This design comes from an exercise in tuning for small area, a short achievable clock period and few clock cycles on the open sky130 flow, not from production work.
Only simulation tests tie the RTL to the original design; equivalence was not proved.
In runs 1 to 4, 6 and 7 the design's own scripts or RTL, not TritonCTS, make the clock network.
The clock input has no modelled driver; a real chip could not lean on it and would need a root buffer or a full tree.
Power and IR drop assume default switching activity.

## design/flow/flow/run.sh

```bash
#!/bin/bash
# The standard layout, except for the clock tree: flow/pre_cts.tcl builds
# a two-level tree (clock port -> 4 root buffers -> 44 leaf buffers ->
# flip-flops) before the CTS step, in place of TritonCTS's three levels.
# The rest of the CTS step (legalisation, timing repair) runs as usual.
# Port buffers are buf_2 instead of the default delay-cell buffers.
set -euo pipefail
here=$(pwd)
export PRE_CTS_TCL="$here/flow/pre_cts.tcl"
export BUFFER_PORTS_ARGS="-buffer_cell sky130_fd_sc_hd__buf_2"
bash standard.sh > "$here/standard.log" 2>&1
```

## design/flow/design.v

```verilog
module frame_decoder (
    input  wire       clk,
    input  wire       rst,
    input  wire       rx_valid,
    input  wire [7:0] rx_data,
    output wire       rx_ready,
    output reg        fr_valid,
    output reg        fr_sof,
    output reg        fr_eof,
    output reg  [7:0] fr_data,
    output reg        err_valid,
    output reg  [1:0] err_code,
    output wire [7:0] err_info
);
    localparam BUF_CAP = 128;           
    localparam N       = BUF_CAP + 2;   
    localparam VD      = 6;             
    localparam VW      = 3;             
    reg  [8*N-1:0] ring;
    wire [7:0]     rdat = ring[8*N-1 -: 8];    
    function [7:0] lf_fwd;
        input [7:0] s;
        lf_fwd = {s[6:0], s[7] ^ s[5] ^ s[4] ^ s[3]};
    endfunction
    function [7:0] lf_back;
        input [7:0] s;
        lf_back = {s[0] ^ s[6] ^ s[5] ^ s[4], s[7:1]};
    endfunction
    function [7:0] lf_steps;    
        input [7:0] s;
        input integer k;
        integer i;
        begin
            lf_steps = s;
            for (i = 0; i < k; i = i + 1) lf_steps = lf_fwd(lf_steps);
            for (i = 0; i < -k; i = i + 1) lf_steps = lf_back(lf_steps);
        end
    endfunction
    localparam [7:0] LZ    = 8'h01;                  
    localparam [7:0] LONE  = lf_steps(LZ, 1);        
    localparam [7:0] LNM1  = lf_steps(LZ, N - 1);    
    localparam [7:0] LWAIT = lf_steps(LZ, -(N - 1));  
    localparam [7:0] LONE_BACK = lf_steps(LZ, -1);     
    reg  [7:0] d;       
    reg        d0;      
    reg  [7:0] e;       
    reg        e0;      
    reg  [7:0] cnt;     
    reg        full;    
    reg        empty;   
    reg  [VD-1:0] vq;   
    reg  [VW-1:0] vcnt;
    reg           vempty, vfull;
    reg         w_size, w_sizehi, w_cmd, w_pay, w_chk;
    reg  [7:0]  acc;        
    reg  [14:0] rem;        
    reg         rem1;       
    reg         nost;       
    reg         rdy;        
    reg         r_size, r_sizehi, r_cmd, r_pay, r_chk;
    reg  [7:0]  rrem;
    reg         reof;       
    reg         rhz;        
    reg         rout;       
    assign rx_ready = rdy;
    assign err_info = acc;
    wire rd     = e0 & ~empty & ~(r_cmd & vempty);
    wire wr_ok  = d0 & (~full | rd);
    wire take   = rx_valid & rdy;
    wire nskip  = (w_pay | w_chk) & nost;
    wire wr     = w_size ? wr_ok : (take & ~nskip);
    wire [7:0] wdata = (take & ~(w_cmd & nost)) ? rx_data : 8'h00;
    wire [7:0] acc_in   = w_size ? 8'h00 : acc;
    wire [7:0] acc_next = acc_in ^ rx_data;
    wire [7:0] acc_tk   = acc_in ^ (rx_data & {8{take}});
    wire       acc_nz   = |acc_next;
    wire       dat_z    = ~|rx_data;
    wire vpush = take & w_chk & ~nost;
    wire vpop  = rd & r_cmd;
    always @(posedge clk)
        ring <= {ring[8*N-9:0], wr ? wdata : rdat};
    wire d_is1   = (d == LONE_BACK);
    wire cnt_isN1 = (cnt == LNM1);
    wire cnt_is1 = (cnt == LONE);
    wire vcnt_isF1 = (vcnt == VD - 1);
    wire vcnt_is1 = (vcnt == 1);
    wire [7:0] d_n     = d0 ? LWAIT : lf_fwd(d);
    wire       d0_n    = d0 ? wr : d_is1;
    wire [7:0] e_n     = e0 ? LWAIT : lf_fwd(e);
    wire       e0_n    = e0 ? rd : (e == LONE_BACK);
    wire       up      = wr & ~rd;
    wire       dn      = rd & ~wr;
    wire [7:0] cnt_n   = up ? lf_fwd(cnt) : dn ? lf_back(cnt) : cnt;
    wire       full_n  = up ? cnt_isN1 : dn ? 1'b0 : full;
    wire       empty_n = dn ? cnt_is1 : up ? 1'b0 : empty;
    wire       vup      = vpush & ~vpop;
    wire       vdn      = vpop & ~vpush;
    wire [VW-1:0] vcnt_n = vup ? vcnt + 1'b1 : vdn ? vcnt - 1'b1 : vcnt;
    wire       vfull_n  = vup ? vcnt_isF1 : vdn ? 1'b0 : vfull;
    wire       vempty_n = vdn ? vcnt_is1 : vup ? 1'b0 : vempty;
    wire len0   = ~nost & dat_z;                   
    wire lenbig = nost | (rx_data > BUF_CAP + 1);  
    reg  w_size_n, w_sizehi_n, w_cmd_n, w_pay_n, w_chk_n, nost_n, rem1_n;
    reg  [14:0] rem_n;
    always @* begin
        w_size_n = w_size; w_sizehi_n = w_sizehi; w_cmd_n = w_cmd;
        w_pay_n = w_pay; w_chk_n = w_chk; nost_n = nost;
        rem_n = rem; rem1_n = rem1;
        if (take) begin
            if (w_size) begin
                rem_n  = {8'd0, rx_data[6:0]};
                rem1_n = (rx_data[6:0] == 7'd1);
                nost_n = rx_data[7] & (rx_data[6:0] != 7'd0);
                if (!dat_z) begin
                    w_size_n   = 1'b0;
                    w_cmd_n    = ~rx_data[7];
                    w_sizehi_n = rx_data[7];
                end
            end
            if (w_sizehi) begin
                rem_n      = {rem[6:0], rx_data};
                rem1_n     = ~nost & (rx_data == 8'd1);
                nost_n     = lenbig;
                w_sizehi_n = 1'b0;
                w_size_n   = len0;
                w_cmd_n    = ~len0;
            end
            if (w_cmd | w_pay) begin
                rem_n   = rem - 15'd1;
                rem1_n  = (rem == 15'd2);
                w_cmd_n = 1'b0;
                w_pay_n = ~rem1;
                w_chk_n = rem1;
            end
            if (w_chk) begin
                w_chk_n  = 1'b0;
                w_size_n = 1'b1;
                nost_n   = 1'b0;
            end
        end
    end
    wire rlen_ok = rhz & (rdat != 8'h00) & (rdat <= BUF_CAP + 1);
    reg  r_size_n, r_sizehi_n, r_cmd_n, r_pay_n, r_chk_n;
    always @* begin
        r_size_n = r_size; r_sizehi_n = r_sizehi; r_cmd_n = r_cmd;
        r_pay_n = r_pay; r_chk_n = r_chk;
        if (rd) begin
            if (r_size && rdat != 8'h00) begin
                r_size_n   = 1'b0;
                r_cmd_n    = ~rdat[7];
                r_sizehi_n = rdat[7];
            end
            if (r_sizehi) begin
                r_sizehi_n = 1'b0;
                r_cmd_n    = rlen_ok;
                r_size_n   = ~rlen_ok;
            end
            if (r_cmd | r_pay) begin
                r_cmd_n = 1'b0;
                r_pay_n = ~reof;
                r_chk_n = reof;
            end
            if (r_chk) begin
                r_chk_n  = 1'b0;
                r_size_n = 1'b1;
            end
        end
    end
    function rdy_f;
        input tk;
        reg wr_t, d0_t, up_t, dn_t, full_t, empty_t, vpush_t, vup_t, vdn_t;
        reg vfull_t, vempty_t, rd_t, wrok_t, paychk_t, szm_t;
        begin
            wr_t     = w_size ? wr_ok : (tk & ~nskip);
            d0_t     = d0 ? wr_t : d_is1;
            up_t     = wr_t & ~rd;
            dn_t     = rd & ~wr_t;
            full_t   = up_t ? cnt_isN1 : dn_t ? 1'b0 : full;
            empty_t  = dn_t ? cnt_is1 : up_t ? 1'b0 : empty;
            vpush_t  = tk & w_chk & ~nost;
            vup_t    = vpush_t & ~vpop;
            vdn_t    = vpop & ~vpush_t;
            vfull_t  = vup_t ? vcnt_isF1 : vdn_t ? 1'b0 : vfull;
            vempty_t = vdn_t ? vcnt_is1 : vup_t ? 1'b0 : vempty;
            rd_t     = e0_n & ~empty_t & ~(r_cmd_n & vempty_t);
            wrok_t   = d0_t & (~full_t | rd_t);
            paychk_t = tk ? (w_cmd | w_pay) : (w_pay | w_chk);
            szm_t    = w_size | (tk & (w_sizehi | w_chk));
            rdy_f    = (nost & paychk_t) | (wrok_t & ~(vfull_t & szm_t));
        end
    endfunction
    wire rdy_n   = take ? rdy_f(1'b1) : rdy_f(1'b0);
    always @(posedge clk) begin
        if (rst) begin
            d <= LZ;  d0 <= 1'b1;
            e <= LZ;  e0 <= 1'b1;
            cnt <= LZ; full <= 1'b0; empty <= 1'b1;
            vcnt <= 0; vfull <= 1'b0; vempty <= 1'b1;
            w_size <= 1'b1; w_sizehi <= 1'b0; w_cmd <= 1'b0; w_pay <= 1'b0; w_chk <= 1'b0;
            nost <= 1'b0;
            r_size <= 1'b1; r_sizehi <= 1'b0; r_cmd <= 1'b0; r_pay <= 1'b0; r_chk <= 1'b0;
            rdy <= 1'b1;
            fr_valid <= 1'b0;
            err_valid <= 1'b0;
        end else begin
            d <= d_n;  d0 <= d0_n;
            e <= e_n;  e0 <= e0_n;
            cnt <= cnt_n; full <= full_n; empty <= empty_n;
            vcnt <= vcnt_n; vfull <= vfull_n; vempty <= vempty_n;
            w_size <= w_size_n; w_sizehi <= w_sizehi_n; w_cmd <= w_cmd_n;
            w_pay <= w_pay_n; w_chk <= w_chk_n;
            nost <= nost_n;
            r_size <= r_size_n; r_sizehi <= r_sizehi_n; r_cmd <= r_cmd_n;
            r_pay <= r_pay_n; r_chk <= r_chk_n;
            rdy <= rdy_n;
            fr_valid  <= rd & ((r_cmd & vq[0]) | (r_pay & rout));
            err_valid <= take & ((w_sizehi & len0) | (w_chk & (acc_nz | nost)));
        end
    end
    always @(posedge clk) begin
        rem  <= rem_n;
        rem1 <= rem1_n;
        acc <= (take & w_sizehi & len0) ? 8'h00 : acc_tk;
        err_code <= w_chk ? (acc_nz ? 2'd1 : 2'd3) : 2'd2;
        fr_sof   <= r_cmd;
        fr_eof   <= reof;
        fr_data  <= rdat;
    end
    always @(posedge clk) begin : vfifo
        integer i;
        for (i = 0; i < VD; i = i + 1) begin
            if (vpop) begin
                if (vpush && vcnt == i + 1)
                    vq[i] <= ~acc_nz;
                else if (i < VD - 1)
                    vq[i] <= vq[i+1];
            end else if (vpush && vcnt == i)
                vq[i] <= ~acc_nz;
        end
    end
    always @(posedge clk) begin
        if (rd) begin
            if (r_size) begin
                rrem <= {1'b0, rdat[6:0]};
                reof <= (rdat[6:0] == 7'd1);
                rhz  <= (rdat[6:0] == 7'd0);
            end
            if (r_sizehi) begin
                rrem <= rdat;
                reof <= (rdat == 8'd1);
            end
            if (r_cmd | r_pay) begin
                rrem <= rrem - 8'd1;
                reof <= (rrem == 8'd2);
            end
            if (r_cmd)
                rout <= vq[0];
        end
    end
endmodule
```

## design/flow/config.mk

```make
export PLATFORM = sky130hd
export DESIGN_NAME = frame_decoder
export DESIGN_NICKNAME = frame_decoder
export VERILOG_FILES = /design/flow/design.v
export SDC_FILE = /design/flow/constraint.sdc
export NUM_CORES = 4
export LEC_CHECK = 0
export ABC_AREA = 1
export CAP_MARGIN = 20
export CORE_MARGIN = 2
export CORE_UTILIZATION = 60
export SETUP_SLACK_MARGIN = 4.1
export SLEW_MARGIN = 20
export TNS_END_PERCENT = 5
```

## design/flow/constraint.sdc

```tcl
create_clock -name core_clock -period 6.0 [get_ports {clk}]
set_input_delay 1.2000 -clock core_clock [delete_from_list [all_inputs] [get_ports {clk}]]
set_output_delay 1.2000 -clock core_clock [all_outputs]
set_load 0.01 [all_outputs]
```

## design/flow/flow/pre_cts.tcl

```tcl
# Runs in ORFS's CTS step, before clock_tree_synthesis. Builds a balanced
# two-level clock tree by hand and turns the clock_tree_synthesis call of the
# step into a no-op, so the step's legalisation and repair act on this tree.
# The flip-flop clock pins are split into equal clusters by recursive
# bisection of their locations; one leaf buffer per cluster sits at its
# centroid, and the leaves are split the same way among the root buffers,
# which the clock port drives directly.
set mt_nleaf 44
set mt_nroot 4
set mt_master sky130_fd_sc_hd__clkbuf_16

proc mt_split {pts k} {
  if {$k <= 1} { return [list $pts] }
  set xs [lmap p $pts {lindex $p 0}]
  set ys [lmap p $pts {lindex $p 1}]
  set dx [expr {[tcl::mathfunc::max {*}$xs] - [tcl::mathfunc::min {*}$xs]}]
  set dy [expr {[tcl::mathfunc::max {*}$ys] - [tcl::mathfunc::min {*}$ys]}]
  set idx [expr {$dx >= $dy ? 0 : 1}]
  set s [lsort -real -index $idx $pts]
  set k1 [expr {$k / 2}]
  set k2 [expr {$k - $k1}]
  set n1 [expr {int(round(double([llength $s]) * $k1 / $k))}]
  return [concat [mt_split [lrange $s 0 [expr {$n1 - 1}]] $k1] \
                 [mt_split [lrange $s $n1 end] $k2]]
}

proc mt_centroid {pts} {
  set sx 0.0
  set sy 0.0
  foreach p $pts {
    set sx [expr {$sx + [lindex $p 0]}]
    set sy [expr {$sy + [lindex $p 1]}]
  }
  set n [llength $pts]
  return [list [expr {int($sx / $n)}] [expr {int($sy / $n)}]]
}

proc mt_buffer {block m name xy net_in net_out} {
  set inst [odb::dbInst_create $block $m $name]
  $inst setLocation [lindex $xy 0] [lindex $xy 1]
  $inst setPlacementStatus PLACED
  [$inst findITerm A] connect $net_in
  [$inst findITerm X] connect $net_out
  [$inst findITerm VPWR] connect [$block findNet VDD]
  [$inst findITerm VGND] connect [$block findNet VSS]
  return $inst
}

proc mt_build {clkname nleaf nroot master} {
  set db [ord::get_db]
  set block [ord::get_db_block]
  set m [$db findMaster $master]
  set clk [$block findNet $clkname]
  set pts {}
  foreach it [$clk getITerms] {
    set bb [[$it getInst] getBBox]
    lappend pts [list [expr {([$bb xMin] + [$bb xMax]) / 2}] \
                      [expr {([$bb yMin] + [$bb yMax]) / 2}] $it]
  }
  puts "pre_cts: [llength $pts] clock sinks, $nleaf leaf buffers, $nroot root buffers"
  set leaves {}
  set i 0
  foreach c [mt_split $pts $nleaf] {
    set net [odb::dbNet_create $block "clknet_leaf_$i"]
    $net setSigType CLOCK
    foreach p $c {
      set it [lindex $p 2]
      $it disconnect
      $it connect $net
    }
    set xy [mt_centroid $c]
    lappend leaves [list [lindex $xy 0] [lindex $xy 1] $net $i]
    incr i
  }
  set j 0
  foreach g [mt_split $leaves $nroot] {
    set rnet [odb::dbNet_create $block "clknet_root_$j"]
    $rnet setSigType CLOCK
    foreach p $g {
      mt_buffer $block $m "clkbuf_leaf_[lindex $p 3]" [lrange $p 0 1] $rnet [lindex $p 2]
    }
    mt_buffer $block $m "clkbuf_root_$j" [mt_centroid $g] $clk $rnet
    incr j
  }
}

mt_build clk $mt_nleaf $mt_nroot $mt_master

rename clock_tree_synthesis tritoncts_clock_tree_synthesis
proc clock_tree_synthesis {args} {
  puts "pre_cts: clock tree already built; clock_tree_synthesis $args skipped"
  set_propagated_clock [all_clocks]
}
```

## design/flow/standard.sh

```bash
#!/bin/bash
# synth_recipe.tcl (not shown) runs the flow's synth.tcl, then flattens the netlist and writes it again
# the make line also repeats each setting of config.mk as NAME=value (left out here)
make -C /OpenROAD-flow-scripts/flow DESIGN_CONFIG=/design/flow/config.mk WORK_HOME=/design/flow/orfs CLKGATE_MAP_FILE= SYNTH_SCRIPT=/design/flow/synth_recipe.tcl "${@:-finish}"
```

==> results of run 1 <==
synthesized netlist by cell type, types with 4 or more instances:
cell      count
a211oi_1      5
nand3_1      32
dfxtp_1    1111
nor2_1       92
inv_1        98
ha_1         14
o21ai_1       8
inv_2         4
xnor2_1       7
clkbuf_1     11
nor3_1       11
a31oi_1       8
edfxtp_1     29
xor2_1       16
a21oi_1      34
nand2_1     119
o21ai_0      60
logic make-up after synthesis:
group	Yosys count
flip-flops	1140
AND/OR/NAND/NOR	273
AO/OA/AOI/OAI	140
buffers and inverters	119
XOR/XNOR	23
adder cells (fa/ha/maj)	14
sequential cells by signal, summed over array words and instances, names as in the netlist, 8 cells and up:
| signal | flops |
|---|---|
| fr_data | 8 |
| rrem | 8 |
| d | 8 |
| ring | 1040 |
| cnt | 8 |
| rem | 15 |
| acc | 8 |
| e | 8 |
power groups by stage:
stage	registers [mW]	clock network, mW	logic, mW
after detailed placement	8.69	0	0.437
after global placement	8.68	0	0.431
after global routing	8.59	3.77	0.584
after CTS	8.53	3.50	0.495
final	8.52	3.40	0.514
after floorplan	8.61	0	0.348
per-stage QoR:
stage	cell area, um^2	setup slack, ns	instances
6_report	28500	3.90	2388
5_1_grt	28500	3.85	2388
4_1_cts	28300	3.87	2377
3_5_place_dp	26800	3.11	2312
3_3_place_gp	26800	3.13	2312
2_1_floorplan	26000	3.57	1709
cell type report:
cell class              instances  area share (%)
flip-flops and latches       1140            81.2
multi-input cells             450            8.87
plain buffers                  48            4.22
well taps                     585            2.57
repair buffers                 62            1.69
inverters                     103            1.45
final timing paths:
path                       startpoint                end  slack [ns]  cells past startpoint
hold / removal      ring[443]$_DFF_P_  ring[451]$_DFF_P_        0.31                      0
hold reg to reg     ring[443]$_DFF_P_  ring[451]$_DFF_P_        0.31                      0
setup / recovery       fr_eof$_DFF_P_             fr_eof        3.90                      1
setup reg to reg  w_size$_SDFFE_PP1P_    vq[0]$_DFFE_PP_        4.03                      8
per-layer routing:
layer,GRT usage (%),vias to the layer above,wire length [um]
met4,3.62,0,774
met3,1.68,53,1370
met5,0,-,0
met1,21.6,4937,16400
met2,18.9,145,11700
li1,-,5505,-
what timing repair did:
item / 4_1_cts / 5_1_grt
pin swaps: 6 / 11
hold buffers: 0 / 0
setup buffers: 17 / 11
resized for setup: 48 / 42
endpoints found under the setup margin: 87 / 96
endpoints found under the hold margin: 0 / 0
==> flow_summary.yaml, run 1 <==
setup_path:
  critical_path_peak_fanout: 1
  path_cells: "buf_6"
  cp-start-kind: "flip-flop"
  arrival_ns: 0.90
  critPathTopFamily: "flip-flops"
  critPathMaxStageDelay_ns: 0.37
  crit_slowest_cell: "dfxtp_4"
  worstSetupPathType: "flip-flop to primary output"
  endpoint_kind: "primary output"
  cp.required_ns: 4.80
  critical_path_buf_inv_count: 1
yosys:
  ys_top_cells_by_area: "dfxtp_1 86%, edfxtp_1 3.4%, nand2_1 1.7%"
  synth_top_area_share_pct: 85.8
  synth_area_um2: 25900
  synth_edf_count: 29
  synth-xor-area-share_pct: 0.777
  yosysSeqAreaShare_pct: 89.1
  muxShareOfSynthArea_pct: 0
  yosysWarnings: 1
  ys_types: 48
  synth.avg_cell_area_um2: 15.2
  yosys_most_used_dff: "dfxtp_1"
  synth-seq-cells: 1140
  synthSimpleGateAreaFrac_pct: 4.52
  synth_top_area_cell: "dfxtp_1"
  synth_fp_nets: 1734
  async_flop_share_pct: 0
  synth_adder_area_share_pct: 0.676
  synth_top_family_by_area: "simple AND/OR/NAND/NOR gates"
  synthCells: 1709
  synth-compound-area-share_pct: 3.07
finish:
  seq_area_um2: 23100
  area_growth_pct: 9.90
  fin_util_pct: 66.4
  fill_cells: 3068
  layout-drive-gt1-share_pct: 9.93
  multi_input_area_um2: 2530
  mostFrequentLayoutCell: "dfxtp_1"
  finalNetCount: 1830
  num_antenna_cells: 0
  final_cell_mix: "1096 x dfxtp_1, 114 x nand2_1, 90 x inv_1"
sta:
  tightest_slew_ns: 1.02
  fmax_mhz: 475
  setup_tns_ns: 0
  finalMaxSlewViolations: 0
  setup_violations: 0
  fin_crit_sh_pct: 35.1
  grt_setup_unrepaired: "yes"
  slew_headroom_pct: 31.8
  hold_viol_final: 0
  min_period_ns: 2.10
  fin_skew_ns: 0.0350
  fin_hold_ws_ns: 0.315
pwr:
  pwr-share-clk_pct: 27.4
  switching_share_pct: 19.9
  seq_power_share_pct: 68.5
  p_per_area_nw_per_um2: 436
  comb_power_share_pct: 4.1
  p_int_mw: 9.95
  p_leak_nw: 11.6
  p_total_mw: 12.4
  switchingPower_mw: 2.48
  ir_drop_mv: 0.312
route:
  drc: 0
  vias_per_cell: 4.46
  vias: 10600
  wl_per_cell_um: 12.6
  drt_first_pass_iters: 5
  drtAntennaViolNets: 0
  drtIter0Drc: 634
  routed_wirelength_um: 30100
clock_tree:
  worstSkewPairLatency_ns: 0.42
  path_clk_slew_ns: 0.09
status:
  status: "no timing/DRC/antenna violations"
grt:
  grt_pass1_wl_um: 49900
  grt_pass1_vias: 10200
  grt.total_usage_pct: 13.3
  antenna_found_initial: 1
  gr-total-overflow: 0
  grt_max_degree: 29
die:
  num_rows: 76
  die_x_um: 212
  fp.dieArea_um2: 44900
  fp.coreArea_um2: 42900
  io_pins: 34
  die_h_um: 212
  initial_utilization_pct: 60.5
job:
  drv_cap: 0
place:
  place_hpwl_um: 17300
  io_buffers: 33
  gp_congestion: 0.814
worst_hold_path:
  min_path_type: "flip-flop to flip-flop"
Testbench counts, summed over its fixed seeds: cycles 25,007.
==> run 2: changes to the inputs <==
--- a/design/flow/design.v
+++ b/design/flow/design.v
@@ -15,7 +15,6 @@
     localparam BUF_CAP = 128;           
     localparam N       = BUF_CAP + 2;   
     localparam VD      = 6;             
-    localparam VW      = 3;             
     reg  [8*N-1:0] ring;
     wire [7:0]     rdat = ring[8*N-1 -: 8];    
     function [7:0] lf_fwd;
@@ -49,8 +48,9 @@
     reg        full;    
     reg        empty;   
     reg  [VD-1:0] vq;   
-    reg  [VW-1:0] vcnt;
-    reg           vempty, vfull;
+    reg  [VD-1:0] vo;   
+    wire          vempty = ~vo[0];
+    wire          vfull  = vo[VD-1];
     reg         w_size, w_sizehi, w_cmd, w_pay, w_chk;
     reg  [7:0]  acc;        
     reg  [14:0] rem;        
@@ -82,8 +82,8 @@
     wire d_is1   = (d == LONE_BACK);
     wire cnt_isN1 = (cnt == LNM1);
     wire cnt_is1 = (cnt == LONE);
-    wire vcnt_isF1 = (vcnt == VD - 1);
-    wire vcnt_is1 = (vcnt == 1);
+    wire vcnt_isF1 = vo[VD-2];    
+    wire vcnt_is1 = ~vo[1];       
     wire [7:0] d_n     = d0 ? LWAIT : lf_fwd(d);
     wire       d0_n    = d0 ? wr : d_is1;
     wire [7:0] e_n     = e0 ? LWAIT : lf_fwd(e);
@@ -95,9 +95,7 @@
     wire       empty_n = dn ? cnt_is1 : up ? 1'b0 : empty;
     wire       vup      = vpush & ~vpop;
     wire       vdn      = vpop & ~vpush;
-    wire [VW-1:0] vcnt_n = vup ? vcnt + 1'b1 : vdn ? vcnt - 1'b1 : vcnt;
-    wire       vfull_n  = vup ? vcnt_isF1 : vdn ? 1'b0 : vfull;
-    wire       vempty_n = vdn ? vcnt_is1 : vup ? 1'b0 : vempty;
+    wire [VD-1:0] vo_n   = vup ? {vo[VD-2:0], 1'b1} : vdn ? {1'b0, vo[VD-1:1]} : vo;
     wire len0   = ~nost & dat_z;                   
     wire lenbig = nost | (rx_data > BUF_CAP + 1);  
     reg  w_size_n, w_sizehi_n, w_cmd_n, w_pay_n, w_chk_n, nost_n, rem1_n;
@@ -195,7 +193,7 @@
             d <= LZ;  d0 <= 1'b1;
             e <= LZ;  e0 <= 1'b1;
             cnt <= LZ; full <= 1'b0; empty <= 1'b1;
-            vcnt <= 0; vfull <= 1'b0; vempty <= 1'b1;
+            vo <= {VD{1'b0}};
             w_size <= 1'b1; w_sizehi <= 1'b0; w_cmd <= 1'b0; w_pay <= 1'b0; w_chk <= 1'b0;
             nost <= 1'b0;
             r_size <= 1'b1; r_sizehi <= 1'b0; r_cmd <= 1'b0; r_pay <= 1'b0; r_chk <= 1'b0;
@@ -206,7 +204,7 @@
             d <= d_n;  d0 <= d0_n;
             e <= e_n;  e0 <= e0_n;
             cnt <= cnt_n; full <= full_n; empty <= empty_n;
-            vcnt <= vcnt_n; vfull <= vfull_n; vempty <= vempty_n;
+            vo <= vo_n;
             w_size <= w_size_n; w_sizehi <= w_sizehi_n; w_cmd <= w_cmd_n;
             w_pay <= w_pay_n; w_chk <= w_chk_n;
             nost <= nost_n;
@@ -220,21 +218,23 @@
     always @(posedge clk) begin
         rem  <= rem_n;
         rem1 <= rem1_n;
-        acc <= (take & w_sizehi & len0) ? 8'h00 : acc_tk;
+        acc <= {acc_tk[7] & ~(take & w_sizehi & len0), acc_tk[6:0]};
         err_code <= w_chk ? (acc_nz ? 2'd1 : 2'd3) : 2'd2;
         fr_sof   <= r_cmd;
         fr_eof   <= reof;
         fr_data  <= rdat;
     end
+    wire [VD-1:0] vo_up = {1'b0, vo[VD-1:1]};    
+    wire [VD-1:0] vo_dn = {vo[VD-2:0], 1'b1};    
     always @(posedge clk) begin : vfifo
         integer i;
         for (i = 0; i < VD; i = i + 1) begin
             if (vpop) begin
-                if (vpush && vcnt == i + 1)
+                if (vpush && vo[i] && !vo_up[i])
                     vq[i] <= ~acc_nz;
                 else if (i < VD - 1)
                     vq[i] <= vq[i+1];
-            end else if (vpush && vcnt == i)
+            end else if (vpush && !vo[i] && vo_dn[i])
                 vq[i] <= ~acc_nz;
         end
     end
==> flow_summary.yaml, run 2 <==
finish:
  fin_util_pct: 65.8
  area_growth_pct: 8.87
  largest_register_ffs: 1040
  layout-drive-gt1-share_pct: 8.40
  top_regs: "ring (1040), rem (15)"
  fill_cells: 3082
  mostFrequentLayoutCell: "dfxtp_1"
  finalNetCount: 1794
  seq_area_um2: 23200
  final_cell_mix: "1091 x dfxtp_1, 105 x nand2_1, 90 x inv_1"
  multi_input_area_um2: 2390
  regMostFlops: "ring"
yosys:
  synth_fp_nets: 1714
  synth-seq-cells: 1141
  synth_top_area_cell: "dfxtp_1"
  synth_common_cells: "1108 x dfxtp_1, 109 x nand2_1, 96 x inv_1"
  yosys_most_used_dff: "dfxtp_1"
  yosysWarnings: 1
  synth_top_area_share_pct: 85.6
  async_flop_share_pct: 0
  synth.avg_cell_area_um2: 15.3
  synth_area_um2: 25900
  yosysSeqAreaShare_pct: 89.4
  ys_types: 48
  yosysMostFrequentCell: "dfxtp_1"
  ys_top_cells_by_area: "dfxtp_1 86%, edfxtp_1 3.8%, nand2_1 1.6%"
  synth_edf_count: 33
  synthCells: 1696
setup_path:
  arrival_ns: 0.92
  cp-start-kind: "flip-flop"
  cp.required_ns: 4.80
  crit_slowest_cell: "dfxtp_4"
  crit_start: "rdy$_SDFF_PP1_"
  critPathMaxStageDelay_ns: 0.40
  critical_path_buf_inv_count: 1
  r2r_start: "rem[2]$_DFFE_PP_"
  critPathTopFamily: "flip-flops"
  path_cells: "buf_6"
  critical_path_peak_fanout: 2
  ff2ff_path_depth: 9
  reg2reg_to: "rem[11]$_DFFE_PP_"
  endpoint_kind: "primary output"
  r2r_setup_slack_ns: 4.01
  worstSetupPathType: "flip-flop to primary output"
sta:
  grt_setup_unrepaired: "yes"
  fin_skew_ns: 0.0269
  setup_tns_ns: 0
  tightest_slew_ns: 0.667
  hold_viol_final: 0
  min_period_ns: 2.12
  fin_crit_sh_pct: 35.3
  slew_headroom_pct: 55.5
  finalMaxSlewViolations: 0
  setup_violations: 0
  fmax_mhz: 472
place:
  gp_congestion: 0.809
  place_hpwl_um: 17200
  io_buffers: 33
pwr:
  comb_power_share_pct: 3.6
  ir_drop_mv: 0.382
  p_int_mw: 9.92
  p_total_mw: 12.4
  p_leak_nw: 11.5
  seq_power_share_pct: 68.9
  p_per_area_nw_per_um2: 438
  switching_share_pct: 19.7
  pwr-share-clk_pct: 27.5
  switchingPower_mw: 2.44
worst_hold_path:
  holdCritStartpoint: "ring[81]$_DFF_P_"
  hold_depth: 0
  min_path_type: "flip-flop to flip-flop"
  holdPathEnd: "ring[89]$_DFF_P_"
grt:
  antenna_found_initial: 0
  grt_pass1_wl_um: 49400
  grt_pass1_vias: 10100
  grt_max_degree: 34
  grt.total_usage_pct: 13.2
  gr-total-overflow: 0
die:
  initial_utilization_pct: 60.5
  fp.dieArea_um2: 44900
  io_pins: 34
  die_x_um: 212
  num_rows: 76
  die_h_um: 212
  fp.coreArea_um2: 42900
route:
  drtIter0Drc: 592
  vias_per_cell: 4.52
  routed_wirelength_um: 29800
  vias: 10700
  drc: 0
  wl_per_cell_um: 12.6
  drt_first_pass_iters: 5
  drtAntennaViolNets: 0
clock_tree:
  worstSkewPairLatency_ns: 0.42
  path_clk_slew_ns: 0.09
  cts_hold_buf: 0
status:
  status: "no timing/DRC/antenna violations"
job:
  drv_cap: 0
## run 2: changes by cell type in the layout (fill, tap and decap cells not counted), sizes merged, moves of 3 or more
cell / previous run / this run
buf: 62 / 48
nand2: 123 / 112
nand4: 3 / 11
ha: 14 / 7
nor2: 95 / 89
edfxtp: 29 / 33
o21ai: 70 / 66
xnor2: 7 / 11
a31oi: 8 / 5
dfxtp: 1111 / 1108
inv: 102 / 99
nand3: 32 / 35
## run 2: stage by stage
| step | area (um^2) | instances | hold WS (ns) | setup slack, ns |
|---|---|---|---|---|
| 3_3_place_gp | 26800 | 2296 | 0.310 | 3.20 |
| 6_report | 28200 | 2360 | 0.324 | 3.88 |
| 2_1_floorplan | 26000 | 1696 | 0.310 | 3.66 |
| 5_1_grt | 28200 | 2359 | 0.326 | 3.84 |
| 3_5_place_dp | 26800 | 2296 | 0.312 | 3.17 |
| 4_1_cts | 28100 | 2349 | 0.320 | 3.85 |
## run 2: layout make-up
class                           count  share of cell area, %
Inverter                          101                   1.38
Timing Repair Buffer               49                   1.10
Antenna cell                        1                0.00887
Sequential cell                  1141                   82.2
Multi-Input combinational cell    435                   8.47
Buffer                             48                   4.26
Tap cell                          585                   2.59
## run 2: layer usage
| layer | global-route usage (%) | wire, um |
|---|---|---|
| met1 | 21.3 | 16200 |
| met2 | 18.9 | 11600 |
| met3 | 1.87 | 1280 |
| met4 | 2.84 | 660 |
| met5 | 0 | 0 |
## run 2: what timing repair did
action	in CTS	in global routing
resized for setup	19	31
setup buffers	5	9
pin swaps	2	2
setup endpoints to repair	79	94
cloned	0	0
## run 2: worst max path at each step
stage	slack [ns]	cells after the start	to
5_1_grt	3.84	1	rx_ready
4_1_cts	3.85	1	rx_ready
3_3_place_gp	3.20	10	cnt[7]$_SDFFE_PP0P_
2_1_floorplan	3.66	8	cnt[1]$_SDFFE_PP0P_
6_report	3.88	1	rx_ready
3_5_place_dp	3.17	10	cnt[7]$_SDFFE_PP0P_
## run 2: kinds of logic after synthesis
kind of cell	count (synthesis)	synth area share (%)
xor+xnor	28	0.946
buf+inv	120	1.88
simple gates	264	4.43
fa+ha+maj	7	0.338
flops	1141	89.4
compound gates	136	3.02
## run 2: power groups by stage
stage               Clock [mW]  Sequential, mW  Combinational, mW
floorplan                    0            8.61              0.321
global placement             0            8.68              0.393
CTS                       3.51            8.53              0.415
global route              3.79            8.60              0.501
detailed placement           0            8.69              0.402
finish                    3.39            8.52              0.445
Testbench counts of run 2, summed over its fixed seeds: cycles 25,007.
==> run 3: changes to the inputs <==
--- a/design/flow/config.mk
+++ b/design/flow/config.mk
@@ -11,4 +11,4 @@
 export CORE_UTILIZATION = 60
 export SETUP_SLACK_MARGIN = 4.1
 export SLEW_MARGIN = 20
-export TNS_END_PERCENT = 5
+export TNS_END_PERCENT = 15
==> flow_summary.yaml, run 3 <==
yosys:
  yosysWarnings: 1
  ys_types: 48
  yosysSeqAreaShare_pct: 89.4
  yosys_most_used_dff: "dfxtp_1"
  synth_top_area_cell: "dfxtp_1"
  synth_fp_nets: 1714
  synth.avg_cell_area_um2: 15.3
  synthCells: 1696
  synth-seq-cells: 1141
  async_flop_share_pct: 0
  synth_common_cells: "1108 x dfxtp_1, 109 x nand2_1, 96 x inv_1"
  synth_edf_count: 33
  synth_top_area_share_pct: 85.6
  yosysMostFrequentCell: "dfxtp_1"
  synth_area_um2: 25900
  ys_top_cells_by_area: "dfxtp_1 86%, edfxtp_1 3.8%, nand2_1 1.6%"
route:
  drtAntennaViolNets: 0
  drt_first_pass_iters: 5
  drtIter0Drc: 621
  vias: 10700
  wl_per_cell_um: 12.7
  vias_per_cell: 4.54
  drc: 0
  routed_wirelength_um: 30000
setup_path:
  critical_path_buf_inv_count: 1
  path_cells: "buf_6"
  cp-start-kind: "flip-flop"
  ff2ff_path_depth: 15
  arrival_ns: 0.93
  cp.required_ns: 4.80
  r2r_start: "vo[0]$_SDFFE_PP0P_"
  reg2reg_to: "cnt[7]$_SDFFE_PP0P_"
  endpoint_kind: "primary output"
  worstSetupPathType: "flip-flop to primary output"
  critPathTopFamily: "flip-flops"
  critPathMaxStageDelay_ns: 0.40
  crit_slowest_cell: "dfxtp_4"
  critical_path_peak_fanout: 2
  r2r_setup_slack_ns: 4.02
die:
  io_pins: 34
  fp.coreArea_um2: 42900
  die_h_um: 212
  initial_utilization_pct: 60.5
  die_x_um: 212
  fp.dieArea_um2: 44900
  num_rows: 76
clock_tree:
  path_clk_slew_ns: 0.10
  worstSkewPairLatency_ns: 0.42
pwr:
  ir_drop_mv: 0.382
  p_total_mw: 12.4
  p_per_area_nw_per_um2: 436
  p_leak_nw: 11.5
grt:
  grt_pass1_vias: 10100
  gr-total-overflow: 0
  grt_pass1_wl_um: 49500
  grt.total_usage_pct: 13.2
  antenna_found_initial: 0
  grt_max_degree: 34
finish:
  seq_area_um2: 23200
  fill_cells: 3062
  final_cell_mix: "1096 x dfxtp_1, 105 x nand2_1, 88 x inv_1"
  top_regs: "ring (1040), rem (15)"
  regMostFlops: "ring"
  fin_util_pct: 66.1
  mostFrequentLayoutCell: "dfxtp_1"
  finalNetCount: 1799
  largest_register_ffs: 1040
  area_growth_pct: 9.41
  layout-drive-gt1-share_pct: 9.16
  multi_input_area_um2: 2450
sta:
  finalMaxSlewViolations: 0
  hold_viol_final: 0
  slew_headroom_pct: 54.3
  fin_skew_ns: 0.0282
  min_period_ns: 2.13
  grt_setup_unrepaired: "yes"
  fin_crit_sh_pct: 35.4
  setup_violations: 0
  fmax_mhz: 470
  tightest_slew_ns: 0.685
  setup_tns_ns: 0
place:
  gp_congestion: 0.809
  place_hpwl_um: 17200
  io_buffers: 33
worst_hold_path:
  hold_depth: 0
  holdCritStartpoint: "ring[594]$_DFF_P_"
  holdPathEnd: "ring[602]$_DFF_P_"
  min_path_type: "flip-flop to flip-flop"
status:
  status: "no timing/DRC/antenna violations"
job:
  drv_cap: 0
run 3: cell counts after synthesis:
No cell type changed its count.
run 3: report_power, final:
part           switching [mW]  internal [mW]
combinational           0.282          0.177
sequential              0.206           8.31
clock                    1.96           1.44
total                    2.45           9.93
run 3: through the flow:
step,hold WS [ns],cells,worst slack (ns),instance area (um^2)
3_5_place_dp,0.312,2296,3.17,26800
5_1_grt,0.326,2364,3.84,28400
2_1_floorplan,0.310,1696,3.66,26000
4_1_cts,0.320,2353,3.85,28100
6_report,0.323,2365,3.87,28400
3_3_place_gp,0.310,2296,3.20,26800
run 3: layout make-up:
class | instances | area share (%)
Sequential cell | 1141 | 81.8
Multi-Input combinational cell | 435 | 8.64
Buffer | 48 | 4.23
Tap cell | 585 | 2.58
Timing Repair Buffer | 54 | 1.39
Inverter | 101 | 1.38
Antenna cell | 1 | 0.00882
run 3: worst max-delay path by stage:
stage / start / end / depth (start not counted)
finish: rdy$_SDFF_PP1_ / rx_ready / 1
detailed placement: rx_valid / cnt[7]$_SDFFE_PP0P_ / 10
floorplan: rx_valid / cnt[1]$_SDFFE_PP0P_ / 8
global placement: rx_valid / cnt[7]$_SDFFE_PP0P_ / 10
CTS: rdy$_SDFF_PP1_ / rx_ready / 1
global route: rdy$_SDFF_PP1_ / rx_ready / 1
run 3: timing repair:
| action | 4_1_cts | 5_1_grt |
|---|---|---|
| hold buffers | 0 | 0 |
| endpoints found under the hold margin | 0 | 0 |
| setup endpoints to repair | 79 | 88 |
| pin swaps | 2 | 12 |
| gates resized for setup | 25 | 47 |
| buffers inserted | 9 | 10 |
run 3: worst reg2reg max path, cell delays in order (launching register included):
cell and delay (ns):
dfxtp_1 0.40, inv_2 0.08, nand2_2 0.09, nand3_4 0.10, nand2_4 0.09, nand3_4 0.07
nand2_2 0.08, inv_2 0.06, a21oi_4 0.15, ha_4 0.18, a21oi_2 0.04, o21ai_1 0.10
xor2_1 0.18, nand2_1 0.07, o211ai_1 0.10, inv_1 0.06
run 3: per-layer routing:
layer | share of wire [%] | up-vias | wire, um | global-route usage (%)
met5 | 0 | - | 0 | 0
met4 | 2.2 | 0 | 662 | 2.77
met3 | 4.3 | 49 | 1290 | 1.85
met2 | 39 | 173 | 11700 | 19.0
met1 | 54 | 5052 | 16300 | 21.3
li1 | - | 5463 | - | -
run 3: logic make-up (layout without fill, tap and decap cells):
family / Yosys count / after routing / synth area share [%]
xor gates and xnor gates: 28 / 28 / 0.946
buffers and inverters: 120 / 203 / 1.88
DFF: 1141 / 1141 / 89.4
adders and majority gates: 7 / 7 / 0.338
AOI/OAI and AO/OA: 136 / 136 / 3.02
and+or+nand+nor: 264 / 264 / 4.43
other: 0 / 1 / 0
==> run 4: changes to the inputs <==
--- a/design/flow/config.mk
+++ b/design/flow/config.mk
@@ -9,6 +9,6 @@
 export CAP_MARGIN = 20
 export CORE_MARGIN = 2
 export CORE_UTILIZATION = 60
-export SETUP_SLACK_MARGIN = 4.1
+export SETUP_SLACK_MARGIN = 4.2
 export SLEW_MARGIN = 20
-export TNS_END_PERCENT = 15
+export TNS_END_PERCENT = 5
==> flow_summary.yaml, run 4 <==
setup_path:
  crit_cells: 1
  endpoint_kind: "primary output"
  ff2ff_path_depth: 9
  cp.required_ns: 4.80
  critPathMaxStageDelay_ns: 0.40
  critical_path_peak_fanout: 2
  crit_slowest_cell: "dfxtp_4"
  cp-start-kind: "flip-flop"
  critPathTopFamily: "flip-flops"
  crit_start: "rdy$_SDFF_PP1_"
  r2r_start: "rem[2]$_DFFE_PP_"
  critical_path_buf_inv_count: 1
  reg2reg_to: "rem[11]$_DFFE_PP_"
  path_cells: "buf_6"
  r2r_setup_slack_ns: 4.00
  arrival_ns: 0.93
  worstSetupPathType: "flip-flop to primary output"
  endpoint: "rx_ready"
sta:
  min_period_ns: 2.13
  fin_crit_sh_pct: 35.5
  fin_skew_ns: 0.0287
  grt_setup_unrepaired: "yes"
  hold_viol_final: 0
  finalMaxSlewViolations: 0
  fin_hold_ws_ns: 0.323
  worst_slack_ns: 3.87
  slew_headroom_pct: 55.6
  fmax_mhz: 470
  setup_violations: 0
  tightest_slew_ns: 0.665
  setup_tns_ns: 0
yosys:
  synth_adder_area_share_pct: 0.338
  yosysMostFrequentCell: "dfxtp_1"
  synth-seq-cells: 1141
  synth.avg_cell_area_um2: 15.3
  synth_fp_nets: 1714
  synthCells: 1696
  synth-xor-area-share_pct: 0.946
  yosysWarnings: 1
  async_flop_share_pct: 0
  synth_area_um2: 25900
  synth_top_area_cell: "dfxtp_1"
  muxShareOfSynthArea_pct: 0
  synthSimpleGateAreaFrac_pct: 4.43
  yosys_most_used_dff: "dfxtp_1"
  ys_types: 48
  yosysSeqAreaShare_pct: 89.4
  synth_edf_count: 33
  synth_common_cells: "1108 x dfxtp_1, 109 x nand2_1, 96 x inv_1"
  ys_top_cells_by_area: "dfxtp_1 86%, edfxtp_1 3.8%, nand2_1 1.6%"
  synth-compound-area-share_pct: 3.02
  synth_top_family_by_area: "simple AND/OR/NAND/NOR gates"
  synth_top_area_share_pct: 85.6
place:
  place_ws_ns: 3.17
  placedCellCount: 2296
  gp_congestion: 0.809
  place_hpwl_um: 17200
  postPlaceCellArea_um2: 26800
  io_buffers: 33
die:
  fp.dieArea_um2: 44900
  io_pins: 34
  fp.coreArea_um2: 42900
  die_h_um: 212
  die_x_um: 212
  num_rows: 76
  initial_utilization_pct: 60.5
grt:
  grt.total_usage_pct: 13.2
  grt_pass1_wl_um: 49400
  grt_pass1_vias: 10100
  gr-total-overflow: 0
  grt_max_degree: 34
  antenna_found_initial: 0
pwr:
  p_leak_nw: 11.5
  ir_drop_mv: 0.382
  p_per_area_nw_per_um2: 436
  p_total_mw: 12.4
finish:
  fin_area_um2: 28400
  finalNetCount: 1806
  final_cells: 2373
  top_regs: "ring (1040), rem (15)"
  fin_util_pct: 66.3
  seq_area_um2: 23200
  mostFrequentLayoutCell: "dfxtp_1"
  layout-drive-gt1-share_pct: 10.1
  regMostFlops: "ring"
  multi_input_area_um2: 2440
  largest_register_ffs: 1040
  area_growth_pct: 9.61
  fill_cells: 3055
  final_cell_mix: "1087 x dfxtp_1, 105 x nand2_1, 84 x nor2_1"
worst_hold_path:
  holdCritStartpoint: "ring[81]$_DFF_P_"
  min_path_type: "flip-flop to flip-flop"
route:
  drc: 0
  vias: 10700
  drt_first_pass_iters: 5
  routed_wirelength_um: 29900
  drtIter0Drc: 557
  vias_per_cell: 4.52
  drtAntennaViolNets: 0
  wl_per_cell_um: 12.6
job:
  drv_cap: 0
clock_tree:
  worstSkewPairLatency_ns: 0.42
  path_clk_slew_ns: 0.10
status:
  status: "no timing/DRC/antenna violations"
[run 4: cell counts after synthesis]
No cell type changed its count.
[run 4: timing repair]
action | CTS | global route
endpoints found under the setup margin | 109 | 114
resized for setup | 19 | 72
buffers inserted | 5 | 20
pin swaps | 2 | 10
hold buffers | 0 | 0
cloned | 0 | 1
[run 4: layout make-up]
class	count	area share (%)
Sequential cell	1141	81.7
Multi-Input combinational cell	435	8.57
Buffer	48	4.23
Tap cell	585	2.58
Timing Repair Buffer	60	1.48
Inverter	101	1.43
Timing Repair inverter	1	0.0220
Antenna cell	2	0.0176
[run 4: cells by family after synthesis]
| family | count (synthesis) |
|---|---|
| AOI/OAI and AO/OA | 136 |
| xor gates and xnor gates | 28 |
| adders and majority gates | 7 |
| buffers and inverters | 120 |
| DFF | 1141 |
| and+or+nand+nor | 264 |
[run 4: routing by layer]
| layer | track usage, % | up-vias | part of all wire, % |
|---|---|---|---|
| li1 | - | 5475 | - |
| met1 | 21.3 | 5029 | 54 |
| met2 | 18.9 | 177 | 39 |
| met3 | 1.87 | 49 | 4.9 |
| met4 | 2.84 | 0 | 2.2 |
| met5 | 0 | - | 0 |
[run 4: where the power goes]
| group | switching (mW) | internal [mW] |
|---|---|---|
| logic | 0.284 | 0.181 |
| registers | 0.205 | 8.31 |
| clock network | 1.96 | 1.44 |
| total | 2.45 | 9.93 |
[run 4: worst min path at each step]
| stage | endpoint | slack [ns] | cells after the start |
|---|---|---|---|
| after floorplan | ring[1000]$_DFF_P_ | 0.31 | 0 |
| after detailed placement | ring[156]$_DFF_P_ | 0.31 | 0 |
| after global placement | ring[858]$_DFF_P_ | 0.31 | 0 |
| after global routing | ring[894]$_DFF_P_ | 0.33 | 0 |
| final | ring[89]$_DFF_P_ | 0.32 | 0 |
| after CTS | ring[894]$_DFF_P_ | 0.32 | 0 |
==> run 5: changes to the inputs <==
==> design/flow/flow/run.sh (replaced) <==
#!/bin/bash
# The standard layout, except for the clock tree: flow/pre_cts.tcl builds
# a two-level tree of inverters (clock port -> 4 root inverters -> 48 leaf
# inverters -> flip-flops) before the CTS step, in place of TritonCTS's three
# levels of buffers.
# The rest of the CTS step (legalisation, timing repair) runs as usual.
# Port buffers are buf_2 instead of the default delay-cell buffers.
set -euo pipefail
here=$(pwd)
export PRE_CTS_TCL="$here/flow/pre_cts.tcl"
export BUFFER_PORTS_ARGS="-buffer_cell sky130_fd_sc_hd__buf_2"
bash standard.sh > "$here/standard.log" 2>&1
--- a/design/flow/flow/pre_cts.tcl
+++ b/design/flow/flow/pre_cts.tcl
@@ -1,13 +1,15 @@
 # Runs in ORFS's CTS step, before clock_tree_synthesis. Builds a balanced
-# two-level clock tree by hand and turns the clock_tree_synthesis call of the
+# two-level clock tree of inverters by hand (two inversions, so every
+# flip-flop sees the clock's own polarity) and turns the clock_tree_synthesis call of the
 # step into a no-op, so the step's legalisation and repair act on this tree.
 # The flip-flop clock pins are split into equal clusters by recursive
-# bisection of their locations; one leaf buffer per cluster sits at its
-# centroid, and the leaves are split the same way among the root buffers,
+# bisection of their locations; one leaf inverter per cluster sits at its
+# centroid, and the leaves are split the same way among the root inverters,
 # which the clock port drives directly.
-set mt_nleaf 44
+set mt_nleaf 48
 set mt_nroot 4
-set mt_master sky130_fd_sc_hd__clkbuf_16
+set mt_root_master sky130_fd_sc_hd__clkinv_16
+set mt_leaf_master sky130_fd_sc_hd__clkinv_8
 
 proc mt_split {pts k} {
   if {$k <= 1} { return [list $pts] }
@@ -35,21 +37,22 @@
   return [list [expr {int($sx / $n)}] [expr {int($sy / $n)}]]
 }
 
-proc mt_buffer {block m name xy net_in net_out} {
+proc mt_inverter {block m name xy net_in net_out} {
   set inst [odb::dbInst_create $block $m $name]
   $inst setLocation [lindex $xy 0] [lindex $xy 1]
   $inst setPlacementStatus PLACED
   [$inst findITerm A] connect $net_in
-  [$inst findITerm X] connect $net_out
+  [$inst findITerm Y] connect $net_out
   [$inst findITerm VPWR] connect [$block findNet VDD]
   [$inst findITerm VGND] connect [$block findNet VSS]
   return $inst
 }
 
-proc mt_build {clkname nleaf nroot master} {
+proc mt_build {clkname nleaf nroot rmaster lmaster} {
   set db [ord::get_db]
   set block [ord::get_db_block]
-  set m [$db findMaster $master]
+  set rm [$db findMaster $rmaster]
+  set lm [$db findMaster $lmaster]
   set clk [$block findNet $clkname]
   set pts {}
   foreach it [$clk getITerms] {
@@ -77,14 +80,14 @@
     set rnet [odb::dbNet_create $block "clknet_root_$j"]
     $rnet setSigType CLOCK
     foreach p $g {
-      mt_buffer $block $m "clkbuf_leaf_[lindex $p 3]" [lrange $p 0 1] $rnet [lindex $p 2]
+      mt_inverter $block $lm "clkinv_leaf_[lindex $p 3]" [lrange $p 0 1] $rnet [lindex $p 2]
     }
-    mt_buffer $block $m "clkbuf_root_$j" [mt_centroid $g] $clk $rnet
+    mt_inverter $block $rm "clkinv_root_$j" [mt_centroid $g] $clk $rnet
     incr j
   }
 }
 
-mt_build clk $mt_nleaf $mt_nroot $mt_master
+mt_build clk $mt_nleaf $mt_nroot $mt_root_master $mt_leaf_master
 
 rename clock_tree_synthesis tritoncts_clock_tree_synthesis
 proc clock_tree_synthesis {args} {
--- a/design/flow/config.mk
+++ b/design/flow/config.mk
@@ -9,6 +9,6 @@
 export CAP_MARGIN = 20
 export CORE_MARGIN = 2
 export CORE_UTILIZATION = 60
-export SETUP_SLACK_MARGIN = 4.2
+export SETUP_SLACK_MARGIN = 4.1
 export SLEW_MARGIN = 20
 export TNS_END_PERCENT = 5
==> flow_summary.yaml, run 5 <==
place:
  gp_congestion: 0.809
  place_ws_ns: 3.17
  place_hpwl_um: 17200
  io_buffers: 33
yosys:
  synth_adder_area_share_pct: 0.338
  yosysMostFrequentCell: "dfxtp_1"
  synth_edf_count: 33
  ys_top_cells_by_area: "dfxtp_1 86%, edfxtp_1 3.8%, nand2_1 1.6%"
  yosys_most_used_dff: "dfxtp_1"
  synth_fp_nets: 1714
  synth-xor-area-share_pct: 0.946
  yosysWarnings: 1
  synth_common_cells: "1108 x dfxtp_1, 109 x nand2_1, 96 x inv_1"
  synth-compound-area-share_pct: 3.02
  synthCells: 1696
  async_flop_share_pct: 0
  synth_top_area_cell: "dfxtp_1"
  synth_top_family_by_area: "simple AND/OR/NAND/NOR gates"
  yosysSeqAreaShare_pct: 89.4
  ys_types: 48
  synth_area_um2: 25900
  synth_top_area_share_pct: 85.6
  muxShareOfSynthArea_pct: 0
  synthSimpleGateAreaFrac_pct: 4.43
  synth.avg_cell_area_um2: 15.3
  synth-seq-cells: 1141
die:
  initial_utilization_pct: 60.5
  io_pins: 34
  die_h_um: 212
  die_x_um: 212
  num_rows: 76
status:
  error: "[ERROR DPL-0038] Utilization greater than 100%, impossible to legalize"
  status: "aborted with a tool error"
  lastStage: "clock tree synthesis"
run 5: power by group through the flow:
| stage | Clock (mW) | Combinational (mW) | Sequential (mW) |
|---|---|---|---|
| after floorplan | 0 | 0.321 | 8.61 |
| after detailed placement | 0 | 0.402 | 8.69 |
| after global placement | 0 | 0.393 | 8.68 |
run 5: per-stage QoR:
stage	instances	hold WS [ns]	area, um^2	power (mW)	utilization (%)
3_5_place_dp	2296	0.312	26800	9.09	62.4
3_3_place_gp	2296	0.310	26800	9.08	62.4
2_1_floorplan	1696	0.310	26000	8.93	-
run 5: kinds of logic after synthesis:
group           count (synthesis)
simple gates                  264
xor+xnor                       28
buf+inv                       120
fa+ha+maj                       7
flops                        1141
compound gates                136
run 5: worst max-delay path by stage:
| stage | from | endpoint |
|---|---|---|
| 3_5_place_dp | rx_valid | cnt[7]$_SDFFE_PP0P_ |
| 3_3_place_gp | rx_valid | cnt[7]$_SDFFE_PP0P_ |
| 2_1_floorplan | rx_valid | cnt[1]$_SDFFE_PP0P_ |
==> run 6: changes to the inputs <==
--- a/design/flow/flow/pre_cts.tcl
+++ b/design/flow/flow/pre_cts.tcl
@@ -94,3 +94,10 @@
   puts "pre_cts: clock tree already built; clock_tree_synthesis $args skipped"
   set_propagated_clock [all_clocks]
 }
+
+# The step next clones each clock-tree inverter for every flip-flop it
+# drives, which would undo the tree; the tree needs none of that.
+rename repair_clock_inverters orfs_repair_clock_inverters
+proc repair_clock_inverters {args} {
+  puts "pre_cts: repair_clock_inverters skipped"
+}
==> flow_summary.yaml, run 6 <==
route:
  wl_per_cell_um: 12.6
  vias_per_cell: 4.56
  vias: 10800
  drtAntennaViolNets: 0
  routed_wirelength_um: 29900
  drt_first_pass_iters: 6
  drtIter0Drc: 535
  drc: 0
finish:
  area_growth_pct: 8.29
  largest_register_ffs: 1040
  seq_area_um2: 23200
  top_regs: "ring (1040), rem (15)"
  mostFrequentLayoutCell: "dfxtp_1"
  finalNetCount: 1805
  multi_input_area_um2: 2470
  fin_util_pct: 65.5
  final_cell_mix: "1095 x dfxtp_1, 107 x nand2_1, 88 x inv_1"
  final_cells: 2372
  fill_cells: 3069
  regMostFlops: "ring"
  layout-drive-gt1-share_pct: 9.69
grt:
  grt_max_degree: 34
  grt_pass1_wl_um: 49400
  gr-total-overflow: 0
  antenna_found_initial: 0
  grt_pass1_vias: 10100
  grt.total_usage_pct: 13.2
die:
  initial_utilization_pct: 60.5
  die_h_um: 212
  die_x_um: 212
  num_rows: 76
  io_pins: 34
  fp.coreArea_um2: 42900
  fp.dieArea_um2: 44900
sta:
  fmax_mhz: 491
  tightest_slew_ns: 0.676
  fin_crit_sh_pct: 34.0
  grt_setup_unrepaired: "yes"
  slew_headroom_pct: 54.9
  fin_skew_ns: 0.0382
  worst_slack_ns: 3.96
  hold_viol_final: 0
  finalMaxSlewViolations: 0
  setup_tns_ns: 0
  min_period_ns: 2.04
  setup_violations: 0
setup_path:
  worstSetupPathType: "input pin to flip-flop"
  cp.required_ns: 6.17
  critPathMaxStageDelay_ns: 0.20
  cp-start-kind: "input pin"
  crit_slowest_cell: "nand4_4"
  critical_path_peak_fanout: 7
  path_cells: "buf_2, inv_1, xor2_2, nor2_2, nand4_4, a21oi_1"
  endpoint_kind: "flip-flop"
  arrival_ns: 2.20
  r2r_setup_slack_ns: 4.08
yosys:
  synth_top_area_cell: "dfxtp_1"
  async_flop_share_pct: 0
  synthCells: 1696
  synth_edf_count: 33
  yosysMostFrequentCell: "dfxtp_1"
  synth_common_cells: "1108 x dfxtp_1, 109 x nand2_1, 96 x inv_1"
  synth_top_area_share_pct: 85.6
  synth_area_um2: 25900
  ys_types: 48
  synth.avg_cell_area_um2: 15.3
  yosysWarnings: 1
  synth-seq-cells: 1141
  yosys_most_used_dff: "dfxtp_1"
  synth_fp_nets: 1714
  yosysSeqAreaShare_pct: 89.4
  ys_top_cells_by_area: "dfxtp_1 86%, edfxtp_1 3.8%, nand2_1 1.6%"
pwr:
  ir_drop_mv: 0.321
  p_leak_nw: 11.3
  p_total_mw: 11.7
  p_per_area_nw_per_um2: 415
status:
  status: "no timing/DRC/antenna violations"
job:
  drv_cap: 0
clock_tree:
  worstSkewPairLatency_ns: 0.33
  path_clk_slew_ns: 0.10
place:
  placedCellCount: 2296
  place_ws_ns: 3.17
  place_hpwl_um: 17200
  io_buffers: 33
  gp_congestion: 0.809
worst_hold_path:
  min_path_type: "flip-flop to flip-flop"
-- run 6: cell counts after synthesis --
No cell type changed its count.
-- run 6: logic make-up after synthesis --
logic type,count (synthesis),synth area share [%]
buffers and inverters,120,1.88
AND/OR/NAND/NOR,264,4.43
adder cells (fa/ha/maj),7,0.338
XOR/XNOR,28,0.946
flip-flops,1141,89.4
AO/OA/AOI/OAI,136,3.02
-- run 6: area by class of cell --
class	instances	share of cell area, %
Sequential cell	1141	82.6
Timing Repair Buffer	55	1.38
Antenna cell	2	0.0178
Tap cell	585	2.61
Inverter	153	4.59
Multi-Input combinational cell	436	8.79
-- run 6: metal layers --
metal / vias to the layer above / GRT usage (%) / part of all wire [%]
met5: - / 0 / 0
met4: 0 / 3.45 / 2.6
met3: 61 / 1.78 / 4.5
met2: 187 / 19.0 / 39
met1: 5071 / 21.1 / 54
li1: 5492 / - / -
-- run 6: stage by stage --
step                      area, um^2  hold slack, ns
final                          28100           0.319
after global routing           28100           0.328
after CTS                      27900           0.319
after detailed placement       26800           0.312
after global placement         26800           0.310
after floorplan                26000           0.310
-- run 6: critical path: cells and delay by family --
kind	cells	cell delay (ns)
xor+xnor	1	0.19
compound gates	1	0.20
simple gates	2	0.35
buf+inv	2	0.26
-- run 6: worst paths after layout --
path,from,to,cells past startpoint
max reg2reg,rem[5]$_DFFE_PP_,rem[14]$_DFFE_PP_,6
min reg2reg,ring[488]$_DFF_P_,ring[496]$_DFF_P_,0
min,ring[488]$_DFF_P_,ring[496]$_DFF_P_,0
max,rx_data[3],vq[2]$_DFFE_PP_,6
-- run 6: timing repair --
action | CTS | global route
hold buffers | 0 | 0
buffers inserted | 14 | 7
pin swaps | 11 | 8
setup endpoints to repair | 103 | 90
cloned | 1 | 0
resized for setup | 43 | 28
-- run 6: power by group --
| part | internal, mW | total [mW] | switching, mW |
|---|---|---|---|
| Clock | 0.364 | 2.68 | 2.32 |
| Combinational | 0.173 | 0.458 | 0.285 |
| Sequential | 8.32 | 8.52 | 0.201 |
==> run 7: changes to the inputs <==
--- a/design/flow/flow/pre_cts.tcl
+++ b/design/flow/flow/pre_cts.tcl
@@ -60,7 +60,7 @@
     lappend pts [list [expr {([$bb xMin] + [$bb xMax]) / 2}] \
                       [expr {([$bb yMin] + [$bb yMax]) / 2}] $it]
   }
-  puts "pre_cts: [llength $pts] clock sinks, $nleaf leaf buffers, $nroot root buffers"
+  puts "pre_cts: [llength $pts] clock sinks, $nleaf leaf inverters, $nroot root inverters"
   set leaves {}
   set i 0
   foreach c [mt_split $pts $nleaf] {
--- a/design/flow/config.mk
+++ b/design/flow/config.mk
@@ -9,6 +9,6 @@
 export CAP_MARGIN = 20
 export CORE_MARGIN = 2
 export CORE_UTILIZATION = 60
-export SETUP_SLACK_MARGIN = 4.1
+export SETUP_SLACK_MARGIN = 4.25
 export SLEW_MARGIN = 20
 export TNS_END_PERCENT = 5
==> flow_summary.yaml, run 7 <==
die:
  num_rows: 76
  die_x_um: 212
  io_pins: 34
  initial_utilization_pct: 60.5
  die_h_um: 212
  fp.dieArea_um2: 44900
  fp.coreArea_um2: 42900
grt:
  antenna_found_initial: 0
  gr-total-overflow: 0
  grt.total_usage_pct: 13.3
  grt_pass1_vias: 10200
  grt_pass1_wl_um: 49500
  grt_max_degree: 34
setup_path:
  worstSetupPathType: "input pin to flip-flop"
  critical_path_peak_fanout: 7
  cp.required_ns: 6.17
  cp-start-kind: "input pin"
  reg2reg_to: "rem[14]$_DFFE_PP_"
  r2r_setup_slack_ns: 4.09
  ff2ff_path_depth: 6
  arrival_ns: 2.22
  r2r_start: "rem[5]$_DFFE_PP_"
  endpoint_kind: "flip-flop"
yosys:
  synthCells: 1696
  synth_edf_count: 33
  synthSimpleGateAreaFrac_pct: 4.43
  ys_top_cells_by_area: "dfxtp_1 86%, edfxtp_1 3.8%, nand2_1 1.6%"
  synth-xor-area-share_pct: 0.946
  yosysWarnings: 1
  synth_top_area_cell: "dfxtp_1"
  synth.avg_cell_area_um2: 15.3
  synth_adder_area_share_pct: 0.338
  synth_area_um2: 25900
  synth-compound-area-share_pct: 3.02
  synth_top_area_share_pct: 85.6
  yosysMostFrequentCell: "dfxtp_1"
  synth_common_cells: "1108 x dfxtp_1, 109 x nand2_1, 96 x inv_1"
  async_flop_share_pct: 0
  yosys_most_used_dff: "dfxtp_1"
  synth_fp_nets: 1714
  synth-seq-cells: 1141
  yosysSeqAreaShare_pct: 89.4
  ys_types: 48
  muxShareOfSynthArea_pct: 0
  synth_top_family_by_area: "simple AND/OR/NAND/NOR gates"
sta:
  min_period_ns: 2.05
  worst_slack_ns: 3.95
  fin_crit_sh_pct: 34.1
  setup_tns_ns: 0
  slew_headroom_pct: 56.5
  fmax_mhz: 488
  grt_setup_unrepaired: "yes"
  setup_violations: 0
  hold_viol_final: 0
  fin_skew_ns: 0.0409
  finalMaxSlewViolations: 0
  tightest_slew_ns: 0.653
finish:
  largest_register_ffs: 1040
  layout-drive-gt1-share_pct: 11.5
  regMostFlops: "ring"
  area_growth_pct: 8.98
  top_regs: "ring (1040), rem (15)"
  mostFrequentLayoutCell: "dfxtp_1"
  final_cell_mix: "1088 x dfxtp_1, 106 x nand2_1, 81 x inv_1, 81 x nor2_1, 59 x o21ai_0"
  finalNetCount: 1817
route:
  vias_per_cell: 4.55
  drtIter0Drc: 551
  vias: 10800
  wl_per_cell_um: 12.7
  drt_first_pass_iters: 5
  routed_wirelength_um: 30200
  drc: 0
  drtAntennaViolNets: 0
worst_hold_path:
  min_path_type: "flip-flop to flip-flop"
  hold_depth: 0
  holdPathEnd: "ring[496]$_DFF_P_"
  holdCritStartpoint: "ring[488]$_DFF_P_"
pwr:
  p_leak_nw: 11.4
  ir_drop_mv: 0.321
  p_per_area_nw_per_um2: 414
place:
  gp_congestion: 0.809
  place_hpwl_um: 17200
  place_ws_ns: 3.17
  io_buffers: 33
clock_tree:
  cts_hold_buf: 0
  path_clk_slew_ns: 0.10
  worstSkewPairLatency_ns: 0.33
job:
  drv_cap: 0
status:
  status: "no timing/DRC/antenna violations"
## run 7: repair_timing
item	CTS	global route
endpoints found under the hold margin	0	0
cloned	1	0
setup buffers	16	17
pin swaps	14	10
endpoints found under the setup margin	123	111
gates resized for setup	48	55
## run 7: kinds of logic after synthesis
logic type | after synthesis
simple gates | 264
xor+xnor | 28
compound gates | 136
fa+ha+maj | 7
buf+inv | 120
flops | 1141
## run 7: metal layers
metal | vias up | track usage (%) | share of wire (%)
met2 | 185 | 19.0 | 39
met5 | - | 0 | 0
met1 | 5080 | 21.1 | 54
met3 | 57 | 1.84 | 4.6
met4 | 0 | 3.50 | 2.5
li1 | 5513 | - | -
## run 7: worst max path at each step
stage	start	cells after the start	end
final	rx_data[3]	6	vq[2]$_DFFE_PP_
after global routing	rx_data[3]	6	vq[1]$_DFFE_PP_
after CTS	acc[6]$_DFF_P_	1	err_info[6]
after detailed placement	rx_valid	10	cnt[7]$_SDFFE_PP0P_
after global placement	rx_valid	10	cnt[7]$_SDFFE_PP0P_
after floorplan	rx_valid	8	cnt[1]$_SDFFE_PP0P_
## run 7: through the flow
step	instance area [um^2]	total power, mW	std cells	util, %	hold WS, ns
2_1_floorplan	26000	8.93	1696	-	0.310
3_3_place_gp	26800	9.08	2296	62.4	0.310
3_5_place_dp	26800	9.09	2296	62.4	0.312
4_1_cts	28000	11.8	2365	65.2	0.319
5_1_grt	28200	12.2	2382	65.9	0.328
6_report	28300	11.7	2383	65.9	0.320
## run 7: power by group
part	switching [mW]	internal, mW
Combinational	0.296	0.191
Clock	2.32	0.364
Sequential	0.203	8.32
Total	2.82	8.87
## run 7: layout make-up
type,count,area [um^2]
flip-flops and latches,1141,23200
fillers,3062,14600
multi-input cells,436,2510
inverters,153,1300
well taps,585,732
repair buffers,67,493
diodes,1,2.50
## run 7: critical path, stage by stage
cell and delay, ns:
buf_2 0.15, inv_1 0.11, xor2_2 0.19, nor2_2 0.15, nand4_4 0.20, a21oi_1 0.20

[re-timing with driven ports]
In the flow no input, the clock included, has a driving cell. The finished layouts below were timed again as built, in two steps.
Step 1 sets driving cells, clkbuf_16 on the clock port and buf_2 on the other inputs (assumed; they add their load-dependent delay and slew).
Step 2 times the ports against the registers' clock, not the clock port: input delays grow and output delays shrink by t, the midpoint of the rising clock arrivals with the driver on.
Slacks: ideal / step 1 / step 2; pairs: ideal / step 1.
run | shift t [ns] | setup slack, ns | hold slack, ns | worst setup path at the end | worst data-port slew with drivers (ns)
run 1 | 0.520 | 3.896 / 3.780 / 3.478 | 0.315 / 0.314 / 0.314 | input to register | 0.06
run 2 | 0.523 | 3.881 / 3.763 / 3.458 | 0.324 / 0.324 / 0.324 | input to register | 0.11
run 3 | 0.524 | 3.874 / 3.756 / 3.471 | 0.323 / 0.323 / 0.323 | input to register | 0.11
run 4 | 0.524 | 3.873 / 3.755 / 3.464 | 0.323 / 0.323 / 0.323 | input to register | 0.12
run 6 | 0.544 | 3.963 / 3.745 / 3.628 | 0.319 / 0.320 / 0.320 | input to register | 0.11
run 7 | 0.548 | 3.951 / 3.743 / 3.621 | 0.320 / 0.321 / 0.321 | input to register | 0.12
After both steps setup and hold are still met in every run listed. The setup slack of run 2, which loses most, moves by -0.118 ns with the drivers and by -0.423 ns with both steps.
